What follows belongs to an exercise in optimizing a design on an open flow for small area, a short achievable clock period and few clock cycles; a production flow would make more cautious choices.
Function was checked by simulation only, so behaviour that the tests miss may differ from the original.
Power and IR drop assume default switching activity.

$ cat design.v
module lcb_effect_player (
    input  wire        clk,
    input  wire        rst,             
    input  wire        ev_valid,
    output wire        ev_ready,
    input  wire [1:0]  ev_op,           
    input  wire [7:0]  ev_kind,         
    input  wire [23:0] ev_on,           
    input  wire [23:0] ev_off,          
    input  wire [31:0] ev_t0,
    input  wire [31:0] ev_t1,
    input  wire [31:0] ev_hold,
    input  wire [31:0] ev_repeat,
    input  wire [31:0] ev_delay,
    output reg         resp_valid,
    output reg  [7:0]  resp_status,
    output reg  [2:0]  resp_phase,      
    output reg  [1:0]  resp_kind,
    output reg  [31:0] resp_remaining,
    output reg  [31:0] resp_elapsed,
    output reg         resp_armed,
    output reg  [31:0] resp_count,
    output reg         sink_valid,
    output reg  [23:0] sink_color       
);
    localparam [1:0] OP_TICK = 2'd0, OP_PLAY = 2'd1, OP_STOP = 2'd2, OP_QUERY = 2'd3;
    localparam [2:0] PH_IDLE       = 3'd0,
                     PH_STROBE_ON  = 3'd1,
                     PH_STROBE_OFF = 3'd2,
                     PH_FADE_IN    = 3'd3,
                     PH_FADE_HOLD  = 3'd4,
                     PH_FADE_OUT   = 3'd5,
                     PH_DELAY      = 3'd6;
    localparam [7:0] ST_OK = 8'h00, ST_INVALID_ARGUMENT = 8'h02;
    localparam [31:0] INTERP_TICK_MS = 32'd20;
    localparam [31:0] MIN_TIMER_MS   = 32'd1;
    localparam [1:0] C_READY = 2'd0, C_SINK2 = 2'd1, C_DIV = 2'd2;
    reg        ep_valid;
    reg [1:0]  ep_kind;
    reg [23:0] ep_on, ep_off;
    reg [31:0] ep_t0, ep_t1, ep_hold, ep_repeat, ep_delay;
    reg [2:0]  ep_phase;
    reg [31:0] ep_remaining;
    reg [31:0] ep_elapsed;
    reg        ept_armed;
    reg [31:0] ept_count;
    reg [1:0]  cstate;
    reg [23:0] sink2_color;
    reg [23:0] div_from, div_to;        
    reg [31:0] div_e, div_t;
    reg [1:0]  div_ch;                  
    reg        div_load;                
    reg [5:0]  div_bit;
    reg [40:0] div_num;
    reg [32:0] div_rem;
    reg [40:0] div_quo;
    reg [23:0] div_res;
    assign ev_ready = (cstate == C_READY);
    wire accept = ev_valid && ev_ready;
    function [31:0] load_count(input [31:0] n);
        load_count = (n != 32'd0) ? n : MIN_TIMER_MS;
    endfunction
    function [7:0] chan(input [23:0] c, input [1:0] i);
        case (i)
            2'd0:    chan = c[23:16];
            2'd1:    chan = c[15:8];
            default: chan = c[7:0];
        endcase
    endfunction
    reg        n_valid;
    reg [1:0]  n_kind;
    reg [23:0] n_on, n_off;
    reg [31:0] n_t0, n_t1, n_hold, n_repeat, n_delay;
    reg [2:0]  n_phase;
    reg [31:0] n_remaining, n_elapsed;
    reg        n_armed;
    reg [31:0] n_count;
    reg        n_sink1, n_sink2;
    reg [23:0] n_sink1_color;
    reg        n_div;
    reg [23:0] n_div_from, n_div_to;
    reg [31:0] n_div_t;
    reg [32:0] e_next;
    reg        n_resp;
    reg [7:0]  n_status;
    reg        do_first, do_fade_in, do_finish;
    always @* begin
        n_valid = ep_valid;  n_kind = ep_kind;  n_on = ep_on;  n_off = ep_off;
        n_t0 = ep_t0;  n_t1 = ep_t1;  n_hold = ep_hold;  n_repeat = ep_repeat;  n_delay = ep_delay;
        n_phase = ep_phase;  n_remaining = ep_remaining;  n_elapsed = ep_elapsed;
        n_armed = ept_armed;  n_count = ept_count;
        n_sink1 = 1'b0;  n_sink2 = 1'b0;  n_sink1_color = 24'd0;
        n_div = 1'b0;  n_div_from = 24'd0;  n_div_to = 24'd0;  n_div_t = 32'd0;
        e_next = {1'b0, ep_elapsed} + {1'b0, INTERP_TICK_MS};
        n_resp = 1'b0;  n_status = ST_OK;
        do_first = 1'b0;  do_fade_in = 1'b0;  do_finish = 1'b0;
        case (ev_op)
        OP_TICK: begin
            if (ept_armed) begin
                if (ept_count != 32'd1) begin
                    n_count = ept_count - 32'd1;
                end else begin
                    n_armed = 1'b0;
                    n_count = 32'd0;
                    case (ep_phase)
                    PH_DELAY: do_first = 1'b1;
                    PH_STROBE_ON: begin                
                        n_sink1 = 1'b1;  n_sink1_color = ep_off;
                        if (ep_repeat != 32'd0 && ep_remaining == 32'd1) begin
                            do_finish = 1'b1;
                        end else begin
                            if (ep_repeat != 32'd0) n_remaining = ep_remaining - 32'd1;
                            n_phase = PH_STROBE_OFF;
                            n_armed = 1'b1;  n_count = load_count(ep_t1);
                        end
                    end
                    PH_STROBE_OFF: begin               
                        n_sink1 = 1'b1;  n_sink1_color = ep_on;
                        n_phase = PH_STROBE_ON;
                        n_armed = 1'b1;  n_count = load_count(ep_t0);
                    end
                    PH_FADE_IN: begin                  
                        if (e_next >= {1'b0, ep_t0}) begin
                            n_elapsed = 32'd0;
                            n_sink1 = 1'b1;  n_sink1_color = ep_off;
                            n_phase = PH_FADE_HOLD;
                            n_armed = 1'b1;  n_count = load_count(ep_hold);
                        end else begin
                            n_elapsed = e_next[31:0];
                            n_div = 1'b1;  n_div_from = ep_on;  n_div_to = ep_off;  n_div_t = ep_t0;
                            n_armed = 1'b1;  n_count = INTERP_TICK_MS;
                        end
                    end
                    PH_FADE_HOLD: begin                
                        n_elapsed = 32'd0;
                        if (ep_t1 == 32'd0) begin
                            n_sink1 = 1'b1;  n_sink1_color = ep_on;
                            do_fade_in = 1'b1;             
                        end else begin
                            n_phase = PH_FADE_OUT;
                            n_armed = 1'b1;  n_count = INTERP_TICK_MS;
                        end
                    end
                    PH_FADE_OUT: begin                 
                        if (e_next >= {1'b0, ep_t1}) begin
                            n_elapsed = 32'd0;
                            n_sink1 = 1'b1;  n_sink1_color = ep_on;
                            do_fade_in = 1'b1;             
                        end else begin
                            n_elapsed = e_next[31:0];
                            n_div = 1'b1;  n_div_from = ep_off;  n_div_to = ep_on;  n_div_t = ep_t1;
                            n_armed = 1'b1;  n_count = INTERP_TICK_MS;
                        end
                    end
                    default: ;
                    endcase
                end
            end
        end
        OP_PLAY: begin
            n_resp = 1'b1;
            if (ev_kind != 8'd1 && ev_kind != 8'd2) begin
                n_status = ST_INVALID_ARGUMENT;
            end else begin
                n_valid = 1'b1;
                n_kind = ev_kind[1:0];
                n_on = ev_on;  n_off = ev_off;
                n_t0 = ev_t0;  n_t1 = ev_t1;  n_hold = ev_hold;
                n_repeat = ev_repeat;  n_delay = ev_delay;
                n_remaining = ev_repeat;
                n_elapsed = 32'd0;
                if (ev_delay != 32'd0) begin
                    n_phase = PH_DELAY;
                    n_armed = 1'b1;  n_count = ev_delay;
                end else begin
                    n_phase = PH_IDLE;
                    n_armed = 1'b0;  n_count = 32'd0;
                    do_first = 1'b1;
                end
            end
        end
        OP_STOP: begin
            n_resp = 1'b1;
            do_finish = 1'b1;
        end
        default: begin                                 
            n_resp = 1'b1;
        end
        endcase
        if (do_fade_in && n_repeat != 32'd0) begin
            if (n_remaining == 32'd1) begin
                do_fade_in = 1'b0;
                do_finish = 1'b1;
            end else begin
                n_remaining = n_remaining - 32'd1;
            end
        end
        if (do_first) begin
            n_sink1 = 1'b1;  n_sink1_color = n_on;
            if (n_kind == 2'd1) begin                  
                n_phase = PH_STROBE_ON;
                n_armed = 1'b1;  n_count = load_count(n_t0);
            end else begin
                do_fade_in = 1'b1;
            end
        end
        if (do_fade_in) begin
            n_elapsed = 32'd0;
            if (n_t0 == 32'd0) begin                   
                n_sink2 = 1'b1;
                n_phase = PH_FADE_HOLD;
                n_armed = 1'b1;  n_count = load_count(n_hold);
            end else begin
                n_phase = PH_FADE_IN;
                n_armed = 1'b1;  n_count = INTERP_TICK_MS;
            end
        end
        if (do_finish) begin
            n_valid = 1'b0;  n_kind = 2'd0;  n_on = 24'd0;  n_off = 24'd0;
            n_t0 = 32'd0;  n_t1 = 32'd0;  n_hold = 32'd0;  n_repeat = 32'd0;  n_delay = 32'd0;
            n_phase = PH_IDLE;  n_remaining = 32'd0;  n_elapsed = 32'd0;
            n_armed = 1'b0;  n_count = 32'd0;
        end
    end
    wire [7:0]  d_s = chan(div_from, div_ch);
    wire [7:0]  d_d = chan(div_to, div_ch);
    wire [40:0] d_numerator = d_s * (div_t - div_e) + d_d * div_e;
    wire [32:0] d_shift = {div_rem[31:0], div_num[40]};
    wire        d_ge = d_shift >= {1'b0, div_t};
    always @(posedge clk) begin
        if (rst) begin
            ep_valid <= 1'b0;  ep_kind <= 2'd0;  ep_on <= 24'd0;  ep_off <= 24'd0;
            ep_t0 <= 32'd0;  ep_t1 <= 32'd0;  ep_hold <= 32'd0;  ep_repeat <= 32'd0;  ep_delay <= 32'd0;
            ep_phase <= PH_IDLE;  ep_remaining <= 32'd0;  ep_elapsed <= 32'd0;
            ept_armed <= 1'b0;  ept_count <= 32'd0;
            cstate <= C_READY;
            sink2_color <= 24'd0;
            div_from <= 24'd0;  div_to <= 24'd0;  div_e <= 32'd0;  div_t <= 32'd0;
            div_ch <= 2'd0;  div_load <= 1'b0;  div_bit <= 6'd0;
            div_num <= 41'd0;  div_rem <= 33'd0;  div_quo <= 41'd0;  div_res <= 24'd0;
            resp_valid <= 1'b0;  resp_status <= 8'd0;
            resp_phase <= 3'd0;  resp_kind <= 2'd0;  resp_remaining <= 32'd0;
            resp_elapsed <= 32'd0;  resp_armed <= 1'b0;  resp_count <= 32'd0;
            sink_valid <= 1'b0;  sink_color <= 24'd0;
        end else begin
            resp_valid <= 1'b0;
            sink_valid <= 1'b0;
            case (cstate)
            C_READY: begin
                if (accept) begin
                    ep_valid <= n_valid;  ep_kind <= n_kind;  ep_on <= n_on;  ep_off <= n_off;
                    ep_t0 <= n_t0;  ep_t1 <= n_t1;  ep_hold <= n_hold;
                    ep_repeat <= n_repeat;  ep_delay <= n_delay;
                    ep_phase <= n_phase;  ep_remaining <= n_remaining;  ep_elapsed <= n_elapsed;
                    ept_armed <= n_armed;  ept_count <= n_count;
                    if (n_resp) begin
                        resp_valid <= 1'b1;
                        resp_status <= n_status;
                        resp_phase <= ep_phase;
                        resp_kind <= ep_kind;
                        resp_remaining <= ep_remaining;
                        resp_elapsed <= ep_elapsed;
                        resp_armed <= ept_armed;
                        resp_count <= ept_count;
                    end
                    if (n_sink1) begin
                        sink_valid <= 1'b1;
                        sink_color <= n_sink1_color;
                    end
                    sink2_color <= n_off;
                    if (n_div) begin
                        div_from <= n_div_from;
                        div_to <= n_div_to;
                        div_e <= e_next[31:0];
                        div_t <= n_div_t;
                        div_ch <= 2'd0;
                        div_load <= 1'b1;
                        cstate <= C_DIV;
                    end else if (n_sink2) begin
                        cstate <= C_SINK2;
                    end
                end
            end
            C_SINK2: begin
                sink_valid <= 1'b1;
                sink_color <= sink2_color;
                cstate <= C_READY;
            end
            default: begin                                   
                if (div_load) begin
                    div_num <= d_numerator;
                    div_rem <= 33'd0;
                    div_quo <= 41'd0;
                    div_bit <= 6'd41;
                    div_load <= 1'b0;
                end else if (div_bit != 6'd0) begin
                    div_num <= {div_num[39:0], 1'b0};
                    div_rem <= d_ge ? (d_shift - {1'b0, div_t}) : d_shift;
                    div_quo <= {div_quo[39:0], d_ge};
                    div_bit <= div_bit - 6'd1;
                end else begin
                    case (div_ch)
                        2'd0:    div_res[23:16] <= div_quo[7:0];
                        2'd1:    div_res[15:8]  <= div_quo[7:0];
                        default: div_res[7:0]   <= div_quo[7:0];
                    endcase
                    if (div_ch == 2'd2) begin
                        sink_valid <= 1'b1;
                        sink_color <= {div_res[23:8], div_quo[7:0]};
                        cstate <= C_READY;
                    end else begin
                        div_ch <= div_ch + 2'd1;
                        div_load <= 1'b1;
                    end
                end
            end
            endcase
        end
    end
endmodule
$ cat run.sh
#!/bin/bash
# synth_recipe.tcl (not shown) runs the flow's synth.tcl, then flattens the netlist and writes it again
# the make line also repeats each setting of config.mk as NAME=value (left out here)
make -C /OpenROAD-flow-scripts/flow DESIGN_CONFIG=/design/flow/config.mk WORK_HOME=/design/flow/orfs CLKGATE_MAP_FILE= SYNTH_SCRIPT=/design/flow/synth_recipe.tcl finish
$ cat config.mk
export PLATFORM = sky130hd
export DESIGN_NAME = lcb_effect_player
export DESIGN_NICKNAME = lcb_effect_player
export VERILOG_FILES = /design/flow/design.v
export SDC_FILE = /design/flow/constraint.sdc
export NUM_CORES = 4
export LEC_CHECK = 0
export CAP_MARGIN = 20
export CORE_MARGIN = 2
export CORE_UTILIZATION = 40
export PLACE_DENSITY = 0.6
export SLEW_MARGIN = 20
$ cat constraint.sdc
create_clock -name core_clock -period 12.0 [get_ports {clk}]
set_input_delay 2.4000 -clock core_clock [delete_from_list [all_inputs] [get_ports {clk}]]
set_output_delay 2.4000 -clock core_clock [all_outputs]
set_load 0.01 [all_outputs]
==> qor.csv <==
metric,value,unit
reg2reg_from,div_e[2],
grt_overflow_total,0,
startpoint_type,register,
die_area,129500,µm²
clockRootBuffer,clkbuf_16,
io_buffers,348,
worstSetupPathType,reg -> reg,
gp_congestion,1.023,
drtAntennaViolNets,0,
die_h,359.8,µm
htreeDepth,3,
coreArea,125600,µm²
tns,0,ps
slowest_stage,a2111oi_0,
largest_register,div_num,
synth_warnings,1,
synthArstFlopShare,0,%
pre_cts_slack,1417,ps
wirelength,200800,µm
rsz0062_at_grt,false,
die_w,359.8,µm
grtUsageTotal,30.15,%
hold_end,div_from[23],
swShare,27.75,%
cts_hold_buf,0,
hp-start,div_from[23],
path_clk_slew,60,ps
cp_max_fo,8,
post_cts_resized,0,
vdd_drop_max,100.5,µV
p_sw,1.427,mW
synth_top_flop_cell,dfxtp_1,
pwr-share-clk,47.7,%
cts_setup_buffers,0,
numCtsBuffers,76,
drive_gt1_share,4.678,%
initial_core_util,40.34,%
maxCapViolations,0,
internal_power,3.715,mW
power_density,88.13,nW/µm²
pwr-share-seq,41.5,%
post-route-period-util,87.29,%
area_delta_synth_final,15.21,%
crit_buf_inv,5,
antenna_found_initial,8,
r2r-end,div_num[38],
relSlewSlack,21.18,%
ios,358,
end_kind,register,
r2r_cells,36,
cpMostUsedCell,a21o_1,
stdcell_area,58350,µm²
fmax,95.46,MHz
drc_errors,0,
hpwl,153900,µm
first_global_vias,47038,
crit_family,compound AO/OA/AOI/OAI gates,
largest_reg_flops,41,
placed_area,55660,µm²
layout.nets,7268,
setup_ws,1525,ps
setup_viol,0,
finalHoldViolations,0,
outcome,no timing/DRC/antenna violations,
cp_data_arrival_time,10990,ps
pwr-share-comb,10.8,%
fin_crit,10480,ps
syn_inst,6211,
cts_tree,yes,
rows,130,
ys_seq_area_share,24.54,%
synth_seq_cells,621,
wire_per_inst,24.83,µm
p_leak,22.50,nW
maxSlewViolCount,0,
min_path_cells,2,
clock_skew,71.02,ps
clockBufferDepth,3,
routed_via_density,5.913,
grt_pass1_wl,300900,µm
syn_area_per_cell,8.155,µm²
drt_pass1_iterations,7,
grt_max_degree,88,
synth_edf_count,0,
synth_cell_types,93,
clock_sinks,621,
insertion_delay,690,ps
max_stage_delay,780,ps
first_iter_violations,5134,
synthesis.area,50650,µm²
vias,47817,
hold_class,reg -> reg,
worst_ep_required_time,12510,ps
worst_pin_slew,1174,ps
r2r_setup_slack,1520,ps
[cells in the final DEF (no fill, tap or decap), types with 100 or more instances in the layout]
cell             count
a21oi_1            423
a22o_1             279
and2_1             114
buf_4              109
clkdlybuf4s50_1    347
dfxtp_1            620
fa_1               454
ha_1               220
inv_1              702
nand2_1            791
nand3_1            154
nor2_1             486
nor4_1             100
o21ai_0            211
xnor2_1            113
[worst min-delay path, stage by stage (launching register included)]
cell	delay, ps
dfxtp_1	300
nand2_1	50
a21oi_1	50
[final cells by class]
class | count | area (µm²)
Clock buffer | 107 | 2210
Timing Repair Buffer | 459 | 4339
Inverter | 703 | 2639
Antenna cell | 3 | 7.507
Clock inverter | 32 | 427.9
Sequential cell | 621 | 12430
Tap cell | 1650 | 2064
Multi-Input combinational cell | 4512 | 34230
Fill cell | 12306 | 67220
[worst max path at each step]
stage	startpoint	depth (start not counted)	slack [ps]	end
5_1_grt	div_e[2]	36	570	div_num[38]
3_3_place_gp	div_e[2]	36	1670	div_num[38]
6_report	div_e[2]	36	1520	div_num[38]
4_1_cts	div_e[2]	36	1370	div_num[38]
2_1_floorplan	div_e[5]	35	2320	div_num[38]
3_5_place_dp	div_e[2]	36	1420	div_num[38]
[cells in the mapped netlist (16+ instances only)]
master    count  area (µm²)
xnor2_1     114       998.5
and4_1       17       148.9
and2_1      116       725.7
buf_2        36       180.2
or3_1        27       168.9
nand2b_1     32       200.2
o21ai_0     211        1056
a31oi_1      27       168.9
a21oi_1     428        2142
o22ai_1      36       225.2
a211oi_1     71       533.0
nand3_1     154       770.7
ha_1        220        2753
dfxtp_1     621       12430
inv_1       702        2635
a311oi_1     18       157.7
xor2_1       71       621.9
buf_1        17       63.81
nor2b_1      22       137.6
clkbuf_1    327        1227
o211ai_1     36       270.3
fa_1        454        9089
o21bai_1     16       120.1
nand2_1     795        2984
a221oi_1     73       639.4
nor3b_1      50       375.4
a22o_1      279        2444
nor3_1      100       500.5
a22oi_1      91       683.2
a21o_1       64       480.5
nor4_1      104       650.6
nand4_1      59       369.1
o21a_1       21       157.7
mux2i_1      56       560.5
and3_1       32       200.2
nor2_1      495        1858
[cells by family after synthesis]
kind of cell	after synthesis	share of synthesized area [%]
simple gates	2059	18.98
xor+xnor	185	3.199
flops	621	24.54
compound gates	1514	20.37
fa+ha+maj	674	23.38
buf+inv	1099	8.384
other cells	2	0.01483
mux	57	1.129
[per-layer routing]
layer  vias up  global-route usage [%]  share of wire [%]
met5         -                       0              0.026
met4         8                   14.36                5.4
met3       501                   4.975                8.2
met2      2265                   47.74                 45
met1     23420                   40.05                 42
li1      21623                       -                  -
[through the flow]
stage	hold slack (ps)	utilization, %	cells	total power, mW
global placement	439.2	44.32	7943	2.710
detailed placement	444.6	44.33	7943	2.712
finish	450.1	46.47	8087	5.142
CTS	452.1	46.43	8082	5.163
global route	468.8	46.47	8087	5.281
floorplan	431.6	-	6232	2.447
[power groups by stage]
stage / combinational [mW] / clock (mW) / sequential, mW
floorplan: 0.296 / 0 / 2.15
global placement: 0.535 / 0 / 2.18
detailed placement: 0.536 / 0 / 2.18
CTS: 0.538 / 2.49 / 2.13
global route: 0.586 / 2.56 / 2.13
finish: 0.557 / 2.45 / 2.13
Testbench counts, summed over its fixed seeds: cycles 186,062.

## port drivers added, routing unchanged
In the flow no input, the clock included, has a driving cell. The finished layout below was timed again as built, in two steps. Step 1, drivers: a clkbuf_16 drives clk and a buf_2 each remaining input, both assumed. Step 2 also shifts input and output timing later by t, the mid clock arrival at the registers, as if the neighbouring blocks saw the same clock. Three values: ideal ports, drivers, drivers and shift; two values: the first two.
t, ns: 0.740
setup WS [ns]: 1.525 / 1.525 / 1.525
worst register clock-pin slew, ns: 0.07 / 0.07
After both steps this run still meets setup and hold. For this run, drivers alone change the setup slack by 0.000 ns; drivers and shift together by 0.000 ns.
